Background: an optimization exercise with open tools, aiming at small area, a short achievable clock period and few clock cycles. Do not read the settings as production practice. Only simulation tests tie the RTL to the original design; equivalence was not proved. Power figures rest on the tool's default switching activity, not on a simulated workload.

### run.sh
#!/bin/bash
# synth_recipe.tcl (not shown) runs the flow's synth.tcl, then flattens the netlist and writes it again
# the make line also repeats each setting of config.mk as NAME=value (left out here)
make -C /OpenROAD-flow-scripts/flow DESIGN_CONFIG=/design/flow/config.mk WORK_HOME=/design/flow/orfs CLKGATE_MAP_FILE= SYNTH_SCRIPT=/design/flow/synth_recipe.tcl finish
### config.mk
export PLATFORM = sky130hd
export DESIGN_NAME = csa_core
export DESIGN_NICKNAME = csa_core
export VERILOG_FILES = /design/flow/design.v
export SDC_FILE = /design/flow/constraint.sdc
export NUM_CORES = 4
export LEC_CHECK = 0
export CAP_MARGIN = 20
export CORE_MARGIN = 2
export CORE_UTILIZATION = 40
export SLEW_MARGIN = 20
### constraint.sdc
create_clock -name core_clock -period 7.0 [get_ports {clk}]
set_input_delay 1.4000 -clock core_clock [delete_from_list [all_inputs] [get_ports {clk}]]
set_output_delay 1.4000 -clock core_clock [all_outputs]
set_load 0.01 [all_outputs]
### design.v
module csa_core (
    input  wire        clk,
    input  wire        rst,           
    input  wire [15:0] limit,         
    output wire [4:0]  pmem_addr,
    input  wire [47:0] pmem_rdata,
    input  wire        in_valid,      
    input  wire [31:0] in_tick,       
    input  wire [31:0] in_code,       
    output wire        in_pop,        
    output reg         out_valid,
    output reg  [31:0] out_data,
    output wire        done,
    output reg  [3:0]  status,
    output reg  [31:0] tick,
    output reg  [15:0] icount,
    output reg  [31:0] acc,
    output reg  [31:0] pc
);
    localparam ST_RUN     = 4'd0;
    localparam ST_HALT    = 4'd1;
    localparam ST_INEXH   = 4'd2;
    localparam ST_LIMIT   = 4'd3;
    localparam ST_F_AOB   = 4'd9;    
    localparam ST_F_UNK   = 4'd10;
    localparam ST_F_AM    = 4'd11;
    localparam ST_F_STACK = 4'd12;
    localparam ST_F_PC    = 4'd13;
    localparam ST_F_MISS  = 4'd14;
    localparam ST_F_RSV   = 4'd15;
    localparam OP_LOAD = 8'h00, OP_ST  = 8'h01, OP_ADD  = 8'h02, OP_CMP  = 8'h03;
    localparam OP_NOP  = 8'h04, OP_EI  = 8'h05, OP_DI   = 8'h06, OP_CALL = 8'h07;
    localparam OP_RET  = 8'h08, OP_IRET= 8'h09, OP_HALT = 8'h0A, OP_JUMP = 8'h0B;
    localparam OP_JZ   = 8'h0C, OP_JNZ = 8'h0D, OP_JBE  = 8'h0E, OP_JEV  = 8'h0F;
    localparam M_N = 3'd0, M_I = 3'd1, M_D = 3'd2, M_X = 3'd3, M_PI = 3'd4, M_PD = 3'd5;
    localparam S_FETCH   = 4'd0;
    localparam S_DECODE  = 4'd1;
    localparam S_IMM     = 4'd2;    
    localparam S_AR_ARG  = 4'd3;    
    localparam S_READ1   = 4'd4;    
    localparam S_AR_DR   = 4'd5;    
    localparam S_READ2   = 4'd6;    
    localparam S_ADJ     = 4'd7;    
    localparam S_WB      = 4'd8;    
    localparam S_AR_INV  = 4'd9;    
    localparam S_EXEC    = 4'd10;
    localparam S_ST2     = 4'd11;   
    localparam S_INTCHK  = 4'd12;
    localparam S_STOP    = 4'd13;
    reg [3:0]  state;
    reg [47:0] cr;
    reg [31:0] ar, dr;
    reg [4:0]  sp;
    reg        ie, be;
    reg [31:0] dmem  [0:31];
    reg [31:0] stack [0:31];
    wire [7:0]  cr_op   = cr[47:40];
    wire [2:0]  cr_mode = cr[39:37];
    wire        cr_argp = cr[36];
    wire [3:0]  cr_rsv  = cr[35:32];
    wire [31:0] cr_arg  = cr[31:0];
    assign done      = (status != ST_RUN);
    assign pmem_addr = (state == S_INTCHK) ? 5'd0 : pc[4:0];
    function in_bounds(input [31:0] v);
        in_bounds = (v[31:5] == 27'd0);
    endfunction
    wire op_data    = (cr_op == OP_LOAD) || (cr_op == OP_ADD) || (cr_op == OP_CMP);
    wire op_xfer    = (cr_op == OP_CALL) || (cr_op == OP_JUMP) || (cr_op == OP_JZ) ||
                      (cr_op == OP_JNZ)  || (cr_op == OP_JBE)  || (cr_op == OP_JEV);
    wire mode_mem   = (cr_mode == M_D) || (cr_mode == M_X) || (cr_mode == M_PI) || (cr_mode == M_PD);
    wire mismatch   = op_data            ? (cr_mode == M_N) :
                      (cr_op == OP_ST)   ? !mode_mem :
                                           (cr_mode != M_N);
    wire needs_arg  = (cr_mode != M_N) || op_xfer;
    wire [31:0] mem_rd  = (ar == 32'd0) ? in_code : dmem[ar[4:0]];
    wire        rd_stop = (ar == 32'd0) && !in_valid;
    wire [31:0] diff    = acc - dr;
    wire        reading = (state == S_READ1) || (state == S_READ2);
    assign in_pop = reading && (ar == 32'd0) && in_valid;
    wire        irq     = ie && in_valid && (in_tick <= tick);
    integer i;
    always @(posedge clk) begin
        out_valid <= 1'b0;
        if (rst) begin
            state    <= S_FETCH;
            status   <= ST_RUN;
            tick     <= 32'd0;
            icount   <= 16'd0;
            acc      <= 32'd0;
            pc       <= 32'd2;
            cr       <= 48'd0;
            ar       <= 32'd0;
            dr       <= 32'd0;
            sp       <= 5'd0;
            ie       <= 1'b0;
            be       <= 1'b0;
            out_data <= 32'd0;
            for (i = 0; i < 32; i = i + 1)
                dmem[i] <= 32'd0;
        end else begin
            case (state)
            S_FETCH: begin
                if (icount >= limit) begin
                    status <= ST_LIMIT;
                    state  <= S_STOP;
                end else if (pc[31:5] != 27'd0) begin
                    status <= ST_F_PC;
                    state  <= S_STOP;
                end else begin
                    cr    <= pmem_rdata;
                    tick  <= tick + 32'd1;
                    state <= S_DECODE;
                end
            end
            S_DECODE: begin
                if (cr_op > 8'h0F) begin
                    status <= ST_F_UNK;
                    state  <= S_STOP;
                end else if (cr_mode > M_PD || cr_rsv != 4'd0) begin
                    status <= ST_F_RSV;
                    state  <= S_STOP;
                end else if (mismatch) begin
                    status <= ST_F_AM;
                    state  <= S_STOP;
                end else if (needs_arg && !cr_argp) begin
                    status <= ST_F_MISS;
                    state  <= S_STOP;
                end else begin
                    case (cr_mode)
                    M_N:     state <= S_EXEC;
                    M_I:     state <= S_IMM;
                    default: state <= S_AR_ARG;
                    endcase
                end
            end
            S_IMM: begin
                dr    <= cr_arg;
                tick  <= tick + 32'd1;
                state <= S_EXEC;
            end
            S_AR_ARG: begin
                if (!in_bounds(cr_arg)) begin
                    status <= ST_F_AOB;
                    state  <= S_STOP;
                end else begin
                    ar    <= cr_arg;
                    tick  <= tick + 32'd1;
                    state <= S_READ1;
                end
            end
            S_READ1: begin
                if (rd_stop) begin
                    status <= ST_INEXH;
                    state  <= S_STOP;
                end else begin
                    dr     <= mem_rd;
                    tick   <= tick + 32'd1;
                    case (cr_mode)
                    M_D:     state <= S_EXEC;
                    M_X:     state <= S_AR_DR;
                    default: state <= S_ADJ;
                    endcase
                end
            end
            S_AR_DR: begin
                if (!in_bounds(dr)) begin
                    status <= ST_F_AOB;
                    state  <= S_STOP;
                end else begin
                    ar    <= dr;
                    tick  <= tick + 32'd1;
                    state <= S_READ2;
                end
            end
            S_READ2: begin
                if (rd_stop) begin
                    status <= ST_INEXH;
                    state  <= S_STOP;
                end else begin
                    dr     <= mem_rd;
                    tick   <= tick + 32'd1;
                    state  <= S_EXEC;
                end
            end
            S_ADJ: begin
                dr    <= (cr_mode == M_PI) ? dr + 32'd1 : dr - 32'd1;
                tick  <= tick + 32'd1;
                state <= S_WB;
            end
            S_WB: begin
                dmem[ar[4:0]] <= dr;
                if (ar == 32'd1) begin
                    out_valid <= 1'b1;
                    out_data  <= dr;
                end
                tick  <= tick + 32'd1;
                state <= S_AR_INV;
            end
            S_AR_INV: begin
                if (!in_bounds((cr_mode == M_PI) ? dr - 32'd1 : dr + 32'd1)) begin
                    status <= ST_F_AOB;
                    state  <= S_STOP;
                end else begin
                    ar    <= (cr_mode == M_PI) ? dr - 32'd1 : dr + 32'd1;
                    tick  <= tick + 32'd1;
                    state <= S_READ2;
                end
            end
            S_EXEC: begin
                state <= S_INTCHK;
                case (cr_op)
                OP_LOAD: begin acc <= dr;       tick <= tick + 32'd1; end
                OP_ADD:  begin acc <= acc + dr; tick <= tick + 32'd1; end
                OP_CMP:  begin be <= !diff[31]; tick <= tick + 32'd1; end
                OP_ST: begin
                    dr    <= acc;
                    tick  <= tick + 32'd1;
                    state <= S_ST2;
                end
                OP_NOP: ;
                OP_EI:   begin ie <= 1'b1; tick <= tick + 32'd1; end
                OP_DI:   begin ie <= 1'b0; tick <= tick + 32'd1; end
                OP_CALL: begin
                    if (sp == 5'd31) begin
                        status <= ST_F_STACK;
                        state  <= S_STOP;
                    end else begin
                        stack[sp] <= pc;
                        sp   <= sp + 5'd1;
                        pc   <= cr_arg - 32'd1;
                        tick <= tick + 32'd1;
                    end
                end
                OP_RET, OP_IRET: begin
                    if (sp == 5'd0) begin
                        status <= ST_F_STACK;
                        state  <= S_STOP;
                    end else begin
                        sp   <= sp - 5'd1;
                        pc   <= stack[sp - 5'd1];
                        if (cr_op == OP_IRET)
                            ie <= 1'b1;
                        tick <= tick + 32'd1;
                    end
                end
                OP_HALT: begin
                    status <= ST_HALT;
                    state  <= S_STOP;
                end
                OP_JUMP: begin pc <= cr_arg - 32'd1; tick <= tick + 32'd1; end
                OP_JZ: begin
                    if (acc == 32'd0) pc <= cr_arg - 32'd1;
                    tick <= tick + 32'd1;
                end
                OP_JNZ: begin
                    if (acc != 32'd0) pc <= cr_arg - 32'd1;
                    tick <= tick + 32'd1;
                end
                OP_JBE: begin
                    if (be) pc <= cr_arg - 32'd1;
                    tick <= tick + 32'd1;
                end
                OP_JEV: begin
                    if (!acc[0]) pc <= cr_arg - 32'd1;
                    tick <= tick + 32'd1;
                end
                default: ;
                endcase
            end
            S_ST2: begin
                dmem[ar[4:0]] <= dr;
                if (ar == 32'd1) begin
                    out_valid <= 1'b1;
                    out_data  <= dr;
                end
                tick  <= tick + 32'd1;
                state <= S_INTCHK;
            end
            S_INTCHK: begin
                if (irq && !pmem_rdata[36]) begin
                    status <= ST_F_MISS;
                    state  <= S_STOP;
                end else if (irq && sp == 5'd31) begin
                    status <= ST_F_STACK;
                    state  <= S_STOP;
                end else begin
                    if (irq) begin
                        stack[sp] <= pc;
                        sp <= sp + 5'd1;
                        ie <= 1'b0;
                        pc <= pmem_rdata[31:0];
                    end else begin
                        pc <= pc + 32'd1;
                    end
                    tick   <= tick + 32'd1;
                    icount <= icount + 16'd1;
                    state  <= S_FETCH;
                end
            end
            default: state <= S_STOP;    
            endcase
        end
    end
endmodule
==> results.sh <==
export IMPL_dieWidth_um=515
export IMPL_ys_types=88
export IMPL_total_power_w=0.0391
export IMPL_comb_power_share_pct=25.2
export IMPL_required_ns=7.48
export IMPL_ctsHoldBuffers=0
export IMPL_synthFlopType="edfxtp_1"
export IMPL_arrival_ns=6.34
export IMPL_drive_gt1_share_pct=17.0
export IMPL_drt_iter0_markers=8657
export IMPL_cts_tree="yes"
export IMPL_nNetsFinal=7713
export IMPL_total_leakage_power_nw=37.3
export IMPL_drc=0
export IMPL_seqCellArea_um2=67100
export IMPL_ys_ff_latch=2325
export IMPL_clock_sinks=2325
export IMPL_die_h_um=515
export IMPL_status="no timing/DRC/antenna violations"
export IMPL_intPower_w=0.0258
export IMPL_syn_inst=7409
export IMPL_clk_insertion_delay_late_ns=0.98
export IMPL_max_freq_mhz=171
export IMPL_area_growth_pct=14.4
export IMPL_grt_start_max_net_pins=135
export IMPL_vias=68800
export IMPL_synth_top_area_share_pct=58.8
export IMPL_fin_setup_tns_ns=0
export IMPL_io_buffers=286
export IMPL_cp_cell_sequence="clkdlybuf4s50_1 -> ha_1 -> a21o_1 -> a21o_1 -> a21oi_1 -> o21ai_0 -> o31ai_1 -> a21boi_0 -> nor2_4 -> a32oi_1 -> nor3_1 -> nand2_1 -> buf_4 -> nor2_4 -> buf_4"
export IMPL_critPathLaunchType="input pin"
export IMPL_ys_async_sr_fraction_pct=0
export IMPL_synth_cell_area_um2=105000
export IMPL_vdd_drop_max_mv=0.304
export IMPL_wl_um=346000
export IMPL_vias_per_cell=6.20
export IMPL_root_buffer="clkbuf_16"
export IMPL_pwr_share_clk_pct=32.3
export IMPL_grt_total_usage_pct=25.6
export IMPL_drv_slew=0
export IMPL_max_stage_delay_ns=0.81
export IMPL_slew_headroom_pct=25.3
export IMPL_path_buf_inv=3
export IMPL_critPathKind="in -> reg"
export IMPL_synth_top_area_cell="edfxtp_1"
export IMPL_synth_area_per_cell_um2=14.1
export IMPL_p_per_area_nw_per_um2=327
export IMPL_clk_pin_slew_worst_paths_ns=0.06
export IMPL_initial_core_util_pct=40.2
export IMPL_clockBufferDepth=3
export IMPL_cap_violations=0
export IMPL_slowest_stage="nor3_1"
export IMPL_cts_made_buffers=239
export IMPL_cpLargestDelayFamily="simple AND/OR/NAND/NOR gates"
export IMPL_seq_area_frac_synth_pct=64.1
export IMPL_post_drt_wl_per_cell_um=31.2
export IMPL_htree_num_levels=4
export IMPL_final_area_um2=120000
export IMPL_place_ws_ns=0.363
export IMPL_antenna_found_initial=22
export IMPL_critPathCaptureType="register"
export IMPL_dieArea_um2=265000
export IMPL_placementRows=187
export IMPL_yosys_warnings=1
export IMPL_fin_ws_ns=1.14
export IMPL_grt_pass1_vias=67000
export IMPL_grt_overflow=0
export IMPL_hold_class="reg -> reg"
export IMPL_synth_nets=7663
export IMPL_ant_nets=0
export IMPL_dr_pass1_iters=8
export IMPL_multi_input_area_um2=34800
export IMPL_sw_frac_of_total_pct=33.9
export IMPL_seqPwrFrac_pct=42.4
export IMPL_cp_max_fo=23
export IMPL_cts_setup_buffers=0
export IMPL_worst_pin_slew_ns=1.11
export IMPL_rsz0062_at_grt="false"
export IMPL_holdWs_ns=0.458
export IMPL_grt_pass1_wl_um=493000
export IMPL_synth_area_leaders="edfxtp_1, mux4_2, dfxtp_1, nor3_1, clkbuf_1"
export IMPL_switchingPower_w=0.0132
export IMPL_io_pin_count=287
export IMPL_num_fill_cells=22800
export IMPL_synth_edff_count=2048
export IMPL_placed_area_um2=112000
export IMPL_period_needed_ns=5.86
export IMPL_cts_resized=0
export IMPL_dp_hpwl_um=214000
export IMPL_place_congestion=0.949
export IMPL_skew_ns=0.131
export IMPL_setup_viol=0
export IMPL_fin_crit_sh_pct=83.6
export IMPL_core_area_um2=260000
export IMPL_hold_violations=0
-- through the flow --
step / utilization [%] / std cells
3_5_place_dp: 43.0 / 10600
3_3_place_gp: 42.8 / 10600
4_1_cts: 46.0 / 11100
2_1_floorplan: - / 7409
6_report: 46.1 / 11100
5_1_grt: 46.1 / 11100
-- layer usage --
metal	track usage, %	share of wire (%)
met2	40.4	47
met3	4.91	9.1
met5	0	0.0078
met4	11.1	4.7
met1	34.6	39
-- registers in the layout, indices dropped and copies added (netlist names), named ones only --
signal     flops
be             1
stack       1024
acc           32
out_valid      1
status         4
icount        16
ie             1
ar            32
sp             5
dr            32
tick          32
cr            48
pc            32
dmem        1024
out_data      32
state          4
-- logic make-up after synthesis --
family	count (synthesis)	share of synthesized area, %
xor gates and xnor gates	138	1.16
adders and majority gates	124	1.49
muxes	686	13.5
AOI/OAI and AO/OA	826	5.22
and+or+nand+nor	2474	11.5
buffers and inverters	836	3.02
DFF	2325	64.1
-- cells in the mapped netlist, drive strengths merged (36+ instances only) --
cell type     n
a31oi        36
ha          122
or2          41
and3         37
mux4        578
buf         120
nand4        45
a211oi       57
mux2i        97
nand3        99
edfxtp     2048
inv         124
a21oi       277
nand2       463
xnor2        94
o21ai       117
clkbuf      581
nor3       1056
o211ai       70
nor2        445
xor2         44
and2         93
nor4         80
dfxtp       277
-- layout make-up --
type / instances / share of cell area (%)
antenna: 24 / 0.0502
timing repair buffer: 510 / 4.25
clock buffer: 296 / 5.25
inverter: 135 / 0.424
sequential: 2325 / 56.1
tap: 3402 / 3.56
clock inverter: 153 / 1.27
multi-input combinational: 4248 / 29.1
-- layout by cell type (no fill, tap or decap), types with 37 or more instances in the layout --
| cell | Yosys | routed |
|---|---|---|
| a211oi_1 | 57 | 57 |
| buf_4 | 0 | 186 |
| clkbuf_1 | 581 | 47 |
| inv_1 | 114 | 114 |
| xor2_1 | 44 | 42 |
| dfxtp_1 | 277 | 271 |
| and3_1 | 37 | 37 |
| clkbuf_16 | 0 | 239 |
| nor2_1 | 445 | 408 |
| edfxtp_1 | 2048 | 2048 |
| nand4_1 | 45 | 45 |
| nand2_1 | 462 | 453 |
| mux2i_1 | 97 | 97 |
| clkdlybuf4s50_1 | 0 | 285 |
| nand3_1 | 98 | 95 |
| ha_1 | 122 | 121 |
| a21oi_1 | 277 | 276 |
| mux4_2 | 578 | 578 |
| clkinv_1 | 11 | 75 |
| nor3_1 | 1054 | 1051 |
| nor4_1 | 71 | 70 |
| xnor2_1 | 94 | 92 |
| o211ai_1 | 70 | 70 |
| o21ai_0 | 115 | 115 |
| and2_1 | 91 | 91 |
-- power by group through the flow --
stage               logic, W  registers (W)  clock network [W]
floorplan            0.00630         0.0163                  0
global placement     0.00954         0.0168                  0
detailed placement   0.00959         0.0168                  0
CTS                  0.00964         0.0165             0.0128
global route          0.0104         0.0166             0.0133
finish               0.00985         0.0166             0.0126
-- path summary, 6_finish.rpt --
path | startpoint | cells after the start | slack, ns | endpoint
worst max register to register | dr[0] | 15 | 1.52 | tick[5]
worst min register to register | ar[15] | 1 | 0.46 | ar[15]
worst max-delay path | in_tick[5] | 15 | 1.14 | stack[30][15]
worst min-delay path | ar[15] | 1 | 0.46 | ar[15]
Testbench counts, summed over its fixed seeds: cycles 416,039.

-- afterwards: timing with drivers on the ports --
No port has a modelled driver above. Below, the same layout with a new extraction and two added sets of constraints. Step 1 (the two cells are an assumption about what drives the block):
set clk [get_ports {clk}]
set_driving_cell -lib_cell sky130_fd_sc_hd__clkbuf_16 $clk
set_driving_cell -lib_cell sky130_fd_sc_hd__buf_2 [delete_from_list [all_inputs] $clk]
Step 2 times the ports against the registers' clock, not the clock port: input delays grow and output delays shrink by t, the midpoint of the rising clock arrivals with the driver on. Slacks: no drivers / after step 1 / after step 2; pairs: no drivers / after step 1.
t (ns): 0.990
setup WS [ns]: 1.145 / 1.210 / 0.220
worst slew at a driven data input, ns: 0.17
After both steps setup and hold are still met in this run. For this run, drivers alone change the setup slack by +0.065 ns; drivers and shift together by -0.925 ns.
